From an optimization exercise on the open Yosys and OpenROAD flow, aimed at small area, a short achievable clock period and few clock cycles; shortcuts taken in it are not production practice. In this exercise RTL edits were held to simulation tests only and were not proved equivalent to the original. Power is estimated from default activity; no workload was simulated.

== job 101 ==
Design trb_palette, start of the top module:
module trb_palette (
    input  wire        clk,
    input  wire        rst,           
    input  wire        start,         
    input  wire [31:0] cmd,           
    output reg         busy,
    output reg         done,
    output reg         err,
    output reg  [3:0]  errcode,
    output reg  [31:0] err_info,
    output reg         pal_valid,
    output wire [9:0]  pal_count,
    output wire [23:0] lut_rgb,
    output reg         fb_rd,
    output wire [9:0]  fb_addr,
    input  wire [7:0]  fb_rdata,
    output reg         rgb_we,
    output wire [9:0]  rgb_addr,
    output wire [23:0] rgb_wdata
);
For scale: ~89 flip-flops, roughly 160 I/O pins, about 0.0049 mm² of cells after synthesis.
==> flow/config.mk <==
export PLATFORM = sky130hd
export DESIGN_NAME = trb_palette
export DESIGN_NICKNAME = trb_palette
export VERILOG_FILES = /design/flow/design.v
export SDC_FILE = /design/flow/constraint.sdc
export NUM_CORES = 4
export LEC_CHECK = 0
export ABC_AREA = 1
export CAP_MARGIN = 0
export CORE_MARGIN = 2
export CORE_UTILIZATION = 60
export CTS_BUF_LIST = sky130_fd_sc_hd__clkbuf_4 sky130_fd_sc_hd__clkbuf_8
export SLEW_MARGIN = 0
export SYNTH_MEMORY_MAX_BITS = 16384
==> flow/constraint.sdc <==
create_clock -name core_clock -period 25.0 [get_ports {clk}]
set_input_delay 5.0000 -clock core_clock [delete_from_list [all_inputs] [get_ports {clk}]]
set_output_delay 5.0000 -clock core_clock [all_outputs]
set_load 0.01 [all_outputs]
standard.sh (not shown) runs the stock make flow with config.mk's settings and CLKGATE_MAP_FILE= SYNTH_SCRIPT=/design/flow/synth_recipe.tcl, a recipe that flattens the netlist after the stock synthesis.
==> flow/flow/run.sh <==
#!/bin/bash
# Layout flow: the standard ORFS flow with two changes.
#  1. Synthesis is the standard synthesis (standard.sh synth, same
#     synth_recipe.tcl, same registers), but ABC maps the combinational logic
#     with flow/abc.script (area-recovering mapping) in place of ORFS's
#     abc_area.script, and adders are left to ABC (ADDER_MAP_FILE empty)
#     rather than mapped to fa/ha cells beforehand.
#  2. Port buffers are sky130_fd_sc_hd__buf_1 (buffer_ports -buffer_cell).
#  3. repair_timing aims at a setup slack of 19 ns (SETUP_SLACK_MARGIN), so
#     it sizes and buffers the paths that set the achieved period.
#  4. Clock tree: larger sink clusters and no dummy loads (CTS_ARGS).
# Everything else (floorplan, tap cells, PDN, placement, CTS, routing,
# finish) is standard.sh unchanged.  Each step logs to its own file here.
set -euo pipefail
W=$(pwd)
rm -rf "$W/scripts_abc"
cp -r "$FLOW_HOME/scripts" "$W/scripts_abc"
cp "$W/flow/abc.script" "$W/scripts_abc/abc_area.script"
bash standard.sh ABC_AREA=1 SCRIPTS_DIR="$W/scripts_abc" ADDER_MAP_FILE= synth > "$W/flow_synth.log" 2>&1
bash standard.sh "BUFFER_PORTS_ARGS=-buffer_cell sky130_fd_sc_hd__buf_1" SETUP_SLACK_MARGIN=19 \
  "CTS_ARGS=-sink_clustering_enable -repair_clock_nets -dont_use_dummy_load -sink_clustering_size 30 -sink_clustering_max_diameter 80 -buf_list {sky130_fd_sc_hd__clkbuf_4 sky130_fd_sc_hd__clkbuf_8}" \
  finish > "$W/flow_layout.log" 2>&1
test -s "$W/out/final.def"
==> flow/flow/abc.script <==
strash
dc2
balance
rewrite
refactor
balance
rewrite
rewrite -z
balance
refactor -z
rewrite -z
balance
dc2
balance
rewrite
refactor
balance
rewrite
rewrite -z
balance
refactor -z
rewrite -z
balance
dch -f
amap -m
topo
Every stage of the flow completed for job 101, and the final layout passed the timing, design-rule and antenna checks.
Testbench counts of job 101, summed over its fixed seeds: cycles 46,440.
The following lists how job 102 was set up differently from job 101:
- CAP_MARGIN: 0 -> 20
- SLEW_MARGIN: 0 -> 20
--- a/flow/flow/run.sh
+++ b/flow/flow/run.sh
@@ -20,3 +20,3 @@
 bash standard.sh "BUFFER_PORTS_ARGS=-buffer_cell sky130_fd_sc_hd__buf_1" SETUP_SLACK_MARGIN=19 \
-  "CTS_ARGS=-sink_clustering_enable -repair_clock_nets -dont_use_dummy_load -sink_clustering_size 30 -sink_clustering_max_diameter 80 -buf_list {sky130_fd_sc_hd__clkbuf_4 sky130_fd_sc_hd__clkbuf_8}" \
+  "CTS_ARGS=-sink_clustering_enable -repair_clock_nets -dont_use_dummy_load -sink_clustering_size 30 -sink_clustering_max_diameter 80 -root_buf sky130_fd_sc_hd__clkbuf_16 -buf_list {sky130_fd_sc_hd__clkbuf_8 sky130_fd_sc_hd__clkbuf_16}" \
   finish > "$W/flow_layout.log" 2>&1
Notes after the runs:
- Job 102: no failed stages, no open violations at the end
- Going from job 101 to job 102, total leakage power grows by 0.047 nW.
- Worst hold slack ends up higher on job 101.
- Job 102 has critical-path maximum fanout below what job 101 had.
- Diff job 102..job 101 | share of the clock period used by the worst path after layout | negligible
- In terms of power of the combinational group, job 101 and job 102 differ only marginally.
### job 102 -> job 103
--- a/flow/flow/run.sh
+++ b/flow/flow/run.sh
@@ -9,3 +9,3 @@
 #  3. repair_timing aims at a setup slack of 19 ns (SETUP_SLACK_MARGIN), so
-#     it sizes and buffers the paths that set the achieved period.
+#     it sizes the cells on the paths that set the achieved period.
 #  4. Clock tree: larger sink clusters and no dummy loads (CTS_ARGS).
@@ -19,4 +19,4 @@
 bash standard.sh ABC_AREA=1 SCRIPTS_DIR="$W/scripts_abc" ADDER_MAP_FILE= synth > "$W/flow_synth.log" 2>&1
-bash standard.sh "BUFFER_PORTS_ARGS=-buffer_cell sky130_fd_sc_hd__buf_1" SETUP_SLACK_MARGIN=19 \
-  "CTS_ARGS=-sink_clustering_enable -repair_clock_nets -dont_use_dummy_load -sink_clustering_size 30 -sink_clustering_max_diameter 80 -root_buf sky130_fd_sc_hd__clkbuf_16 -buf_list {sky130_fd_sc_hd__clkbuf_8 sky130_fd_sc_hd__clkbuf_16}" \
+bash standard.sh "BUFFER_PORTS_ARGS=-buffer_cell sky130_fd_sc_hd__buf_1" SETUP_SLACK_MARGIN=19 SETUP_MOVE_SEQUENCE=unbuffer,sizeup,swap \
+  "CTS_ARGS=-sink_clustering_enable -repair_clock_nets -dont_use_dummy_load -sink_clustering_size 30 -sink_clustering_max_diameter 80 -buf_list {sky130_fd_sc_hd__clkbuf_4 sky130_fd_sc_hd__clkbuf_8}" \
   finish > "$W/flow_layout.log" 2>&1
### Flow results
Row proportion of power drawn by flip-flops and latches: job 103 higher / job 102 lower. Between job 102 and job 103, per-cell routed wire length decreased. Compared with job 102, areal power density over the cells in job 103 decreased by a little under 10%. Power: job 103 draws less than job 102. Setup slack came out higher on job 103 than on job 102. Buffer share of cell area: job 103 and job 102 compared, lower one is job 102. When job 103 is measured against job 102, its routed wire length turns out 1.5% lower. Job 103: total routing resource utilization after global routing 0.39 points below job 102. Status: share of the cycle needed by the critical path after routing parity (job 103, job 102).
diff inputs: job 103 => job 104
--- a/flow/flow/run.sh
+++ b/flow/flow/run.sh
@@ -9,3 +9,3 @@
 #  3. repair_timing aims at a setup slack of 19 ns (SETUP_SLACK_MARGIN), so
-#     it sizes the cells on the paths that set the achieved period.
+#     it sizes and buffers the paths that set the achieved period.
 #  4. Clock tree: larger sink clusters and no dummy loads (CTS_ARGS).
@@ -19,3 +19,3 @@
 bash standard.sh ABC_AREA=1 SCRIPTS_DIR="$W/scripts_abc" ADDER_MAP_FILE= synth > "$W/flow_synth.log" 2>&1
-bash standard.sh "BUFFER_PORTS_ARGS=-buffer_cell sky130_fd_sc_hd__buf_1" SETUP_SLACK_MARGIN=19 SETUP_MOVE_SEQUENCE=unbuffer,sizeup,swap \
+bash standard.sh "BUFFER_PORTS_ARGS=-buffer_cell sky130_fd_sc_hd__buf_1" SETUP_SLACK_MARGIN=19 \
   "CTS_ARGS=-sink_clustering_enable -repair_clock_nets -dont_use_dummy_load -sink_clustering_size 30 -sink_clustering_max_diameter 80 -buf_list {sky130_fd_sc_hd__clkbuf_4 sky130_fd_sc_hd__clkbuf_8}" \
--- a/flow/flow/abc.script
+++ b/flow/flow/abc.script
@@ -24,3 +24,6 @@
 dch -f
-amap -m
+map -a
+strash
+dch -f
+map -a
 topo
- Job 104: all stages complete, timing, DRC and antenna checks passed
- Number of iterations in the first detailed-routing pass, job 103 and job 104: higher on job 103
- Between job 104 and job 103, it is job 104 whose mean routed wirelength per cell is lower, by about 3.6%.
- Total routed wirelength in job 104 vs job 103: up 4.4%
- Run comparison: job 103 slowest cell on the critical path dfxtp_2; job 104 slowest cell on the critical path dfxtp_1
- In job 104, the post-cts sizing count came out 2 above the value in job 103.
- cnt_q[6]$_SDFFE_PP0P_ as the source of the critical timing path was reported by job 103, and pal_valid$_SDFFE_PP0P_ by job 104.
- Across both runs, cell area was higher for job 104 than for job 103.
- Job 103 → job 104: share of power burned in combinational logic decreased by 2.8 points relative to the old numbers, non-clock buffer count closely matched the old numbers, first-pass GRT wire length increased by 1400 µm relative to the old numbers.
- Diff job 103 -> job 104 | count of different cell masters after synthesis | decrease of 11
- Summary — time the worst path needs with I/O delays and setup, job 104 relative to job 103: lower, by 0.0057 ns.
- Overall via count from detail_route in job 104 is 212 higher than in job 103


purple:
trb_palette, a different RTL version from the one above (not shown whole).
For scale: about 820 cells after synthesis, ~120 flip-flops, ~160 I/O pins.
==> flow/config.mk <==
export PLATFORM = sky130hd
export DESIGN_NAME = trb_palette
export DESIGN_NICKNAME = trb_palette
export VERILOG_FILES = /design/flow/design.v
export SDC_FILE = /design/flow/constraint.sdc
export NUM_CORES = 4
export LEC_CHECK = 0
export ABC_AREA = 1
export CAP_MARGIN = 20
export CORE_MARGIN = 2
export CORE_UTILIZATION = 60
export CTS_BUF_LIST = sky130_fd_sc_hd__clkbuf_4 sky130_fd_sc_hd__clkbuf_8
export SLEW_MARGIN = 20
export SYNTH_MEMORY_MAX_BITS = 16384
==> flow/constraint.sdc <==
create_clock -name core_clock -period 25.0 [get_ports {clk}]
set_input_delay 5.0000 -clock core_clock [delete_from_list [all_inputs] [get_ports {clk}]]
set_output_delay 5.0000 -clock core_clock [all_outputs]
set_load 0.01 [all_outputs]
==> flow/flow/run.sh <==
#!/bin/bash
# Layout flow: the standard ORFS flow with two changes.
#  1. Synthesis is the standard synthesis (standard.sh synth, same
#     synth_recipe.tcl, same registers), but ABC maps the combinational logic
#     with flow/abc.script (area-recovering mapping) in place of ORFS's
#     abc_area.script.
#  2. Port buffers are sky130_fd_sc_hd__buf_1 (buffer_ports -buffer_cell).
# Everything else (floorplan, tap cells, PDN, placement, CTS, routing,
# finish) is standard.sh unchanged.  Each step logs to its own file here.
set -euo pipefail
W=$(pwd)
rm -rf "$W/scripts_abc"
cp -r "$FLOW_HOME/scripts" "$W/scripts_abc"
cp "$W/flow/abc.script" "$W/scripts_abc/abc_area.script"
bash standard.sh ABC_AREA=1 SCRIPTS_DIR="$W/scripts_abc" synth > "$W/flow_synth.log" 2>&1
bash standard.sh "BUFFER_PORTS_ARGS=-buffer_cell sky130_fd_sc_hd__buf_1" finish > "$W/flow_layout.log" 2>&1
test -s "$W/out/final.def"
==> flow/flow/abc.script <==
strash
dc2
balance
rewrite
refactor
balance
rewrite
rewrite -z
balance
refactor -z
rewrite -z
balance
dc2
balance
rewrite
refactor
balance
rewrite
rewrite -z
balance
refactor -z
rewrite -z
balance
dch -f
map -a
strash
dch -f
map -a
topo
Testbench counts of purple, summed over its fixed seeds: cycles 46,440.
Here is what was changed in the inputs of green compared with purple.
Settings: CORE_UTILIZATION changed from 60 to 40; CTS_BUF_LIST removed (was sky130_fd_sc_hd__clkbuf_4 sky130_fd_sc_hd__clkbuf_8); ABC_AREA removed (was 1).
==> flow/run.sh (new file) <==
#!/bin/bash
# synth_recipe.tcl (not shown) runs the flow's synth.tcl, then flattens the netlist and writes it again
# the make line also repeats each setting of config.mk as NAME=value (left out here)
make -C /OpenROAD-flow-scripts/flow DESIGN_CONFIG=/design/flow/config.mk WORK_HOME=/design/flow/orfs CLKGATE_MAP_FILE= SYNTH_SCRIPT=/design/flow/synth_recipe.tcl finish
removed: flow/flow/run.sh
removed: flow/flow/abc.script
removed: flow/standard.sh
Findings:
green finished end to end and its layout was clean on timing, DRC and antenna. A capture point of the worst path of wd_q[7] is what green shows, while lut_q[14] belongs to purple. Summary of green over purple: routability congestion estimate from global placement went down by about 4%; clock-buffer cell count went up by 1; XOR/XNOR share of the synthesized area went up by 0.95 points; sequential cell area in the final layout was more or less identical; count of cells along the worst hold path was more or less identical. Between purple and green, the flow reports number of ordinary inverters in the final layout decreasing by more than half. In the flow results for purple and green, the final clock period utilization by the worst path is smaller on purple.


trb_palette, a different RTL version from the one above (not shown whole).
For scale: about 820 cells after synthesis, ~120 flip-flops, roughly 160 I/O pins.
==> flow/config.mk <==
export PLATFORM = sky130hd
export DESIGN_NAME = trb_palette
export DESIGN_NICKNAME = trb_palette
export VERILOG_FILES = /design/flow/design.v
export SDC_FILE = /design/flow/constraint.sdc
export NUM_CORES = 4
export LEC_CHECK = 0
export ABC_AREA = 1
export CAP_MARGIN = 20
export CORE_MARGIN = 2
export CORE_UTILIZATION = 60
export CTS_BUF_LIST = sky130_fd_sc_hd__clkbuf_4 sky130_fd_sc_hd__clkbuf_8
export SLEW_MARGIN = 20
export SYNTH_MEMORY_MAX_BITS = 16384
==> flow/constraint.sdc <==
create_clock -name core_clock -period 25.0 [get_ports {clk}]
set_input_delay 5.0000 -clock core_clock [delete_from_list [all_inputs] [get_ports {clk}]]
set_output_delay 5.0000 -clock core_clock [all_outputs]
set_load 0.01 [all_outputs]
==> flow/flow/run.sh <==
#!/bin/bash
# Layout flow: the standard ORFS flow with two changes.
#  1. Synthesis is the standard synthesis (standard.sh synth, same
#     synth_recipe.tcl, same registers), but ABC maps the combinational logic
#     with flow/abc.script (area-recovering mapping) in place of ORFS's
#     abc_area.script, and adders are left to ABC (ADDER_MAP_FILE empty)
#     rather than mapped to fa/ha cells beforehand.
#  2. Port buffers are sky130_fd_sc_hd__buf_1 (buffer_ports -buffer_cell).
# Everything else (floorplan, tap cells, PDN, placement, CTS, routing,
# finish) is standard.sh unchanged.  Each step logs to its own file here.
set -euo pipefail
W=$(pwd)
rm -rf "$W/scripts_abc"
cp -r "$FLOW_HOME/scripts" "$W/scripts_abc"
cp "$W/flow/abc.script" "$W/scripts_abc/abc_area.script"
bash standard.sh ABC_AREA=1 SCRIPTS_DIR="$W/scripts_abc" ADDER_MAP_FILE= synth > "$W/flow_synth.log" 2>&1
bash standard.sh "BUFFER_PORTS_ARGS=-buffer_cell sky130_fd_sc_hd__buf_1" finish > "$W/flow_layout.log" 2>&1
test -s "$W/out/final.def"
==> flow/flow/abc.script <==
strash
dc2
balance
rewrite
refactor
balance
rewrite
rewrite -z
balance
refactor -z
rewrite -z
balance
dc2
balance
rewrite
refactor
balance
rewrite
rewrite -z
balance
refactor -z
rewrite -z
balance
dch -f
map -a
strash
dch -f
map -a
topo
Testbench counts at the start, summed over its fixed seeds: cycles 46,440.
Next try:
--- a/flow/flow/run.sh
+++ b/flow/flow/run.sh
@@ -8,0 +9,2 @@
+#  3. repair_timing aims at a setup slack of 19 ns (SETUP_SLACK_MARGIN), so
+#     it sizes and buffers the paths that set the achieved period.
@@ -17 +19 @@
-bash standard.sh "BUFFER_PORTS_ARGS=-buffer_cell sky130_fd_sc_hd__buf_1" finish > "$W/flow_layout.log" 2>&1
+bash standard.sh "BUFFER_PORTS_ARGS=-buffer_cell sky130_fd_sc_hd__buf_1" SETUP_SLACK_MARGIN=19 finish > "$W/flow_layout.log" 2>&1
Result:
- design area increases by a few percent
- area after synthesis is unchanged
- via count increases slightly
- worst setup slack improves by 200 ps
- routed wire length increases slightly


Setup of build 15:
RTL: one of the versions met above, not the one the previous note started from.
Size: ~89 flip-flops.
==> flow/config.mk <==
export PLATFORM = sky130hd
export DESIGN_NAME = trb_palette
export DESIGN_NICKNAME = trb_palette
export VERILOG_FILES = /design/flow/design.v
export SDC_FILE = /design/flow/constraint.sdc
export NUM_CORES = 4
export LEC_CHECK = 0
export ABC_AREA = 1
export CAP_MARGIN = 20
export CORE_MARGIN = 2
export CORE_UTILIZATION = 60
export CTS_BUF_LIST = sky130_fd_sc_hd__clkbuf_4 sky130_fd_sc_hd__clkbuf_8
export SLEW_MARGIN = 20
export SYNTH_MEMORY_MAX_BITS = 16384
==> flow/constraint.sdc <==
create_clock -name core_clock -period 25.0 [get_ports {clk}]
set_input_delay 5.0000 -clock core_clock [delete_from_list [all_inputs] [get_ports {clk}]]
set_output_delay 5.0000 -clock core_clock [all_outputs]
set_load 0.01 [all_outputs]
==> flow/flow/run.sh <==
#!/bin/bash
# Layout flow: the standard ORFS flow with two changes.
#  1. Synthesis is the standard synthesis (standard.sh synth, same
#     synth_recipe.tcl, same registers), but ABC maps the combinational logic
#     with flow/abc.script (area-recovering mapping) in place of ORFS's
#     abc_area.script, and adders are left to ABC (ADDER_MAP_FILE empty)
#     rather than mapped to fa/ha cells beforehand.
#  2. Port buffers are sky130_fd_sc_hd__buf_1 (buffer_ports -buffer_cell).
#  3. repair_timing aims at a setup slack of 18.8 ns (SETUP_SLACK_MARGIN), so
#     it sizes and buffers the paths that set the achieved period.
#  4. Clock tree: larger sink clusters and no dummy loads (CTS_ARGS).
# Everything else (floorplan, tap cells, PDN, placement, CTS, routing,
# finish) is standard.sh unchanged.  Each step logs to its own file here.
set -euo pipefail
W=$(pwd)
rm -rf "$W/scripts_abc"
cp -r "$FLOW_HOME/scripts" "$W/scripts_abc"
cp "$W/flow/abc.script" "$W/scripts_abc/abc_area.script"
bash standard.sh ABC_AREA=1 SCRIPTS_DIR="$W/scripts_abc" ADDER_MAP_FILE= synth > "$W/flow_synth.log" 2>&1
bash standard.sh "BUFFER_PORTS_ARGS=-buffer_cell sky130_fd_sc_hd__buf_1" SETUP_SLACK_MARGIN=18.8 \
  "CTS_ARGS=-sink_clustering_enable -repair_clock_nets -dont_use_dummy_load -sink_clustering_size 30 -sink_clustering_max_diameter 80 -buf_list {sky130_fd_sc_hd__clkbuf_4 sky130_fd_sc_hd__clkbuf_8}" \
  finish > "$W/flow_layout.log" 2>&1
test -s "$W/out/final.def"
==> flow/flow/abc.script <==
strash
dc2
balance
rewrite
refactor
balance
rewrite
rewrite -z
balance
refactor -z
rewrite -z
balance
dc2
balance
rewrite
refactor
balance
rewrite
rewrite -z
balance
refactor -z
rewrite -z
balance
dch -f
amap -m
topo
Testbench counts of build 15, summed over its fixed seeds: cycles 46,440.
Input-level comparison between build 78 and build 15:
--- a/flow/flow/run.sh
+++ b/flow/flow/run.sh
@@ -9,3 +9 @@
-#  3. repair_timing aims at a setup slack of 18.8 ns (SETUP_SLACK_MARGIN), so
-#     it sizes and buffers the paths that set the achieved period.
-#  4. Clock tree: larger sink clusters and no dummy loads (CTS_ARGS).
+#  3. Clock tree: larger sink clusters and no dummy loads (CTS_ARGS).
@@ -20 +18 @@
-bash standard.sh "BUFFER_PORTS_ARGS=-buffer_cell sky130_fd_sc_hd__buf_1" SETUP_SLACK_MARGIN=18.8 \
+bash standard.sh "BUFFER_PORTS_ARGS=-buffer_cell sky130_fd_sc_hd__buf_1" \
Notes after the runs:
The total wire length after detailed routing was comparable across build 78 and build 15. Compared build 78 against build 15; total power of the final layout within noise. Delta (build 78 minus build 15): met1 routed wirelength after detailed routing held steady, design area held steady, layout filler cell count held steady. Compared with build 15, build 78 has less setup slack. As far as initial core utilization goes, build 78 and build 15 are indistinguishable; the numbers are identical. From build 15 to build 78, post-layout instance count excluding filler cells did not move at all. Changes observed in build 78 relative to build 15: via count about even, worst clock skew held, leakage component of the power level.
Inputs modified between build 78 and build 54:
--- a/flow/flow/run.sh
+++ b/flow/flow/run.sh
@@ -9 +9,3 @@
-#  3. Clock tree: larger sink clusters and no dummy loads (CTS_ARGS).
+#  3. repair_timing aims at a setup slack of 19 ns (SETUP_SLACK_MARGIN), so
+#     it sizes and buffers the paths that set the achieved period.
+#  4. Clock tree: larger sink clusters and no dummy loads (CTS_ARGS).
@@ -18 +20 @@
-bash standard.sh "BUFFER_PORTS_ARGS=-buffer_cell sky130_fd_sc_hd__buf_1" \
+bash standard.sh "BUFFER_PORTS_ARGS=-buffer_cell sky130_fd_sc_hd__buf_1" SETUP_SLACK_MARGIN=19 \
## What came out
Summary of build 54 over build 78: sum of buffers and inverters on the critical path went down; multi-input combinational cell count did not really move.
Compared with build 78, build 54 shows a higher met2 routing resource usage after global routing.
Build 54 against build 78; final wirelength is up slightly.
Changes observed in build 54 relative to build 78: fraction of area in non-clock buffers ~0 delta; headroom to the max-slew limit -2.4 points; critical path depth -4.

[re-timing with driven ports]
Ports are ideal in the flow. The routed layouts listed here were re-timed in OpenROAD. Step 1 (the two cells are an assumption about what drives the block):
set clk [get_ports {clk}]
set_driving_cell -lib_cell sky130_fd_sc_hd__clkbuf_16 $clk
set_driving_cell -lib_cell sky130_fd_sc_hd__buf_2 [delete_from_list [all_inputs] $clk]
Step 2, shift: input delay + t, output delay - t, t = (earliest + latest rising clock arrival at the registers) / 2. This alone moves slack from input paths to output paths. Three values: ideal, step 1, step 2; two values: the first two.
run | shift t [ns] | slack for setup (ns) | hold WS [ns] | worst setup path at the end | latest minus earliest clock arrival (ns)
job 101 | 0.385 | 19.031 / 18.996 / 18.898 | 0.356 / 0.356 / 0.356 | input to register | 0.029 / 0.029
job 102 | 0.373 | 19.015 / 18.979 / 18.887 | 0.342 / 0.342 / 0.342 | input to register | 0.021 / 0.021
job 103 | 0.385 | 19.031 / 18.996 / 18.898 | 0.356 / 0.356 / 0.356 | input to register | 0.029 / 0.029
job 104 | 0.377 | 19.036 / 19.000 / 18.726 | 0.329 / 0.329 / 0.329 | input to register | 0.046 / 0.046
purple | 0.465 | 17.148 / 17.148 / 17.148 | 0.367 / 0.367 / 0.367 | register to register | 0.013 / 0.013
green | 0.459 | 15.955 / 15.955 / 15.955 | 0.352 / 0.352 / 0.352 | register to register | 0.011 / 0.010
the first run of note 3 | 0.465 | 18.790 / 18.754 / 18.388 | 0.345 / 0.345 / 0.345 | input to register | 0.021 / 0.021
the second run of note 3 | 0.465 | 18.994 / 18.959 / 18.659 | 0.344 / 0.344 / 0.344 | input to register | 0.022 / 0.022
build 15 | 0.387 | 18.890 / 18.854 / 18.733 | 0.358 / 0.358 / 0.358 | input to register | 0.033 / 0.033
build 78 | 0.387 | 18.592 / 18.605 / 18.218 | 0.358 / 0.358 / 0.358 | input to register | 0.032 / 0.033
build 54 | 0.385 | 19.031 / 18.996 / 18.898 | 0.356 / 0.356 / 0.356 | input to register | 0.029 / 0.029
After both steps every run listed still meets setup and hold. The setup slack of the first run of note 3, which loses most, moves by -0.036 ns with the drivers and by -0.402 ns with both steps.
